What follows belongs to an exercise in optimizing a design on an open flow for a short achievable clock period and few clock cycles per item; a production flow would make more cautious choices.
Only simulation tests tie the RTL to the original design; equivalence was not proved.
No activity file was given, so power comes from the tool's default toggle rates.

==> flow/design.v (excerpt) <==
module fps_top (
    input             clk,
    input             rst,           
    input             reg_we,
    input      [4:0]  reg_addr,
    input      [31:0] reg_wdata,
    output reg [31:0] reg_rdata,
    output     [8:0]  ibuf_addr,
    input      [7:0]  ibuf_rdata,
    output            obuf_we,
    output     [8:0]  obuf_addr,
    output     [7:0]  obuf_wdata,
    output            fdesc_we,
    output     [7:0]  fdesc_addr,
    output     [31:0] fdesc_wdata,
    output            irq
);
Size: about 2,900 cells after synthesis, roughly 430 flip-flops, roughly 150 I/O pins, roughly 23,000 sq um of cells after synthesis.
==> flow/config.mk <==
export PLATFORM = sky130hd
export DESIGN_NAME = fps_top
export DESIGN_NICKNAME = fps_top
export VERILOG_FILES = /design/flow/design.v
export SDC_FILE = /design/flow/constraint.sdc
export NUM_CORES = 4
export LEC_CHECK = 0
export CAP_MARGIN = 20
export CORE_MARGIN = 2
export CORE_UTILIZATION = 40
export PLACE_DENSITY = 0.6
export SLEW_MARGIN = 20
==> flow/constraint.sdc <==
create_clock -name core_clock -period 8.0 [get_ports {clk}]
set_input_delay 1.6000 -clock core_clock [delete_from_list [all_inputs] [get_ports {clk}]]
set_output_delay 1.6000 -clock core_clock [all_outputs]
set_load 0.01 [all_outputs]
run.sh (not shown) runs the stock make flow with config.mk's settings and CLKGATE_MAP_FILE= SYNTH_SCRIPT=/design/flow/synth_recipe.tcl, a recipe that flattens the netlist after the stock synthesis.
Testbench counts at the start, summed over its fixed seeds: cycles 34,775, ops 423.
Then changed:
ABC_CLOCK_PERIOD_IN_PS = 4000   (was not set)
SETUP_SLACK_MARGIN = 4.0   (was not set)
TNS_END_PERCENT = 100   (was not set)
Critical path depth went up by 1.
Hold slack barely changes.
Die area stays the same.
Routed wire length grows by a few percent.
Synthesized cell count stays the same.
Area after synthesis does not change.
Core utilization increases by 4.2 points.
Global-route usage goes up by 1.8 points.

Setup of old:
Another version of the RTL of fps_top (not shown whole).
Size in the first run: roughly 2300 cells after synthesis, about 400 flip-flops, roughly 21000 um^2 of cells after synthesis.
Design fps_top, start of the top module:
module fps_top (
    input             clk,
    input             rst,           
    input             reg_we,
    input      [4:0]  reg_addr,
    input      [31:0] reg_wdata,
    output     [31:0] reg_rdata,
    output     [8:0]  ibuf_addr,
    input      [7:0]  ibuf_rdata,
    output reg        obuf_we,
    output reg [8:0]  obuf_addr,
    output reg [7:0]  obuf_wdata,
    output reg        fdesc_we,
    output reg [7:0]  fdesc_addr,
    output reg [31:0] fdesc_wdata,
    output            irq
);
Settings: LEC_CHECK=0, ABC_CLOCK_PERIOD_IN_PS=4000, CAP_MARGIN=20, CORE_MARGIN=2, CORE_UTILIZATION=40, PLACE_DENSITY=0.6, SETUP_SLACK_MARGIN=4.0, SLEW_MARGIN=20, TNS_END_PERCENT=100; clock period 8.0 ns.
standard.sh (not shown) runs the stock make flow with config.mk's settings and CLKGATE_MAP_FILE= SYNTH_SCRIPT=/design/flow/synth_recipe.tcl, a recipe that flattens the netlist after the stock synthesis.
==> flow/flow/run.sh <==
#!/bin/bash
# Standard layout, with the 4:1 mux cells kept out of synthesis and layout:
# on the register-read path from reg_addr to reg_rdata their select-to-output
# delay is slower than the gates the mapper uses instead. Everything else,
# including the synthesis script and its registers, is the standard flow.
set -o pipefail
cat >> config.mk <<'EOC'
export DONT_USE_CELLS += sky130_fd_sc_hd__mux4_1 sky130_fd_sc_hd__mux4_2 sky130_fd_sc_hd__mux4_4
EOC
bash standard.sh > standard.log 2>&1
Testbench counts of old, summed over its fixed seeds: cycles 34,775, ops 423.
The following lists how new was set up differently from old:
==> flow/run.sh (new file) <==
#!/bin/bash
# synth_recipe.tcl (not shown) runs the flow's synth.tcl, then flattens the netlist and writes it again
# the make line also repeats each setting of config.mk as NAME=value (left out here)
make -C /OpenROAD-flow-scripts/flow DESIGN_CONFIG=/design/flow/config.mk WORK_HOME=/design/flow/orfs CLKGATE_MAP_FILE= SYNTH_SCRIPT=/design/flow/synth_recipe.tcl finish
diff --git a/flow/config.mk b/flow/config.mk
--- a/flow/config.mk
+++ b/flow/config.mk
@@ -14,3 +14,2 @@
 export SLEW_MARGIN = 20
 export TNS_END_PERCENT = 100
-export DONT_USE_CELLS += sky130_fd_sc_hd__mux4_1 sky130_fd_sc_hd__mux4_2 sky130_fd_sc_hd__mux4_4
removed: flow/flow/run.sh
removed: flow/standard.sh
--- outcome ---
[compare] base=old new=new: largest net degree at the start of global routing grew by 17; setup slack shrank by 0.19 ns. Total standard cell area after synthesis came out lower on new than on old. Taking old as the reference point, the combinational power share of new falls by 1.0 points. new completed end to end with timing, DRC and antenna clean. old: PASS, flow complete, no timing, DRC or antenna violations. Taking old as the reference, in new count of plain and timing-repair buffers moved down, die area moved down.

[port drivers added, routing unchanged]
The results above use ideal ports. As a check the final layouts listed here were re-extracted and re-timed, cells and wires unchanged.
Step 1 sets driving cells, clkbuf_16 on the clock port and buf_2 on the other inputs (assumed; they add their load-dependent delay and slew).
Step 2 moves the port delays by t, midway between the first and last clock arrival at a register: inputs arrive t later, outputs are due t later. That takes back most of the time a late clock gives input paths.
Three values: ideal, step 1, step 2; two values: the first two.
| run | t (ns) | setup WS [ns] | slew at the worst register clock pin (ns) | pins driven straight from the clock port |
|---|---|---|---|---|
| the first run of note 1 | 0.661 | 1.177 / 1.155 / 1.155 | 0.07 / 0.07 | 1 |
| the second run of note 1 | 0.663 | 3.073 / 3.012 / 3.012 | 0.07 / 0.07 | 1 |
| old | 0.647 | 3.447 / 3.193 / 3.193 | 0.06 / 0.06 | 1 |
| new | 0.649 | 3.262 / 3.176 / 3.176 | 0.07 / 0.07 | 1 |
After both steps setup and hold are still met in every run listed. For old, which loses most, drivers alone change the setup slack by -0.254 ns; drivers and shift together by -0.254 ns.
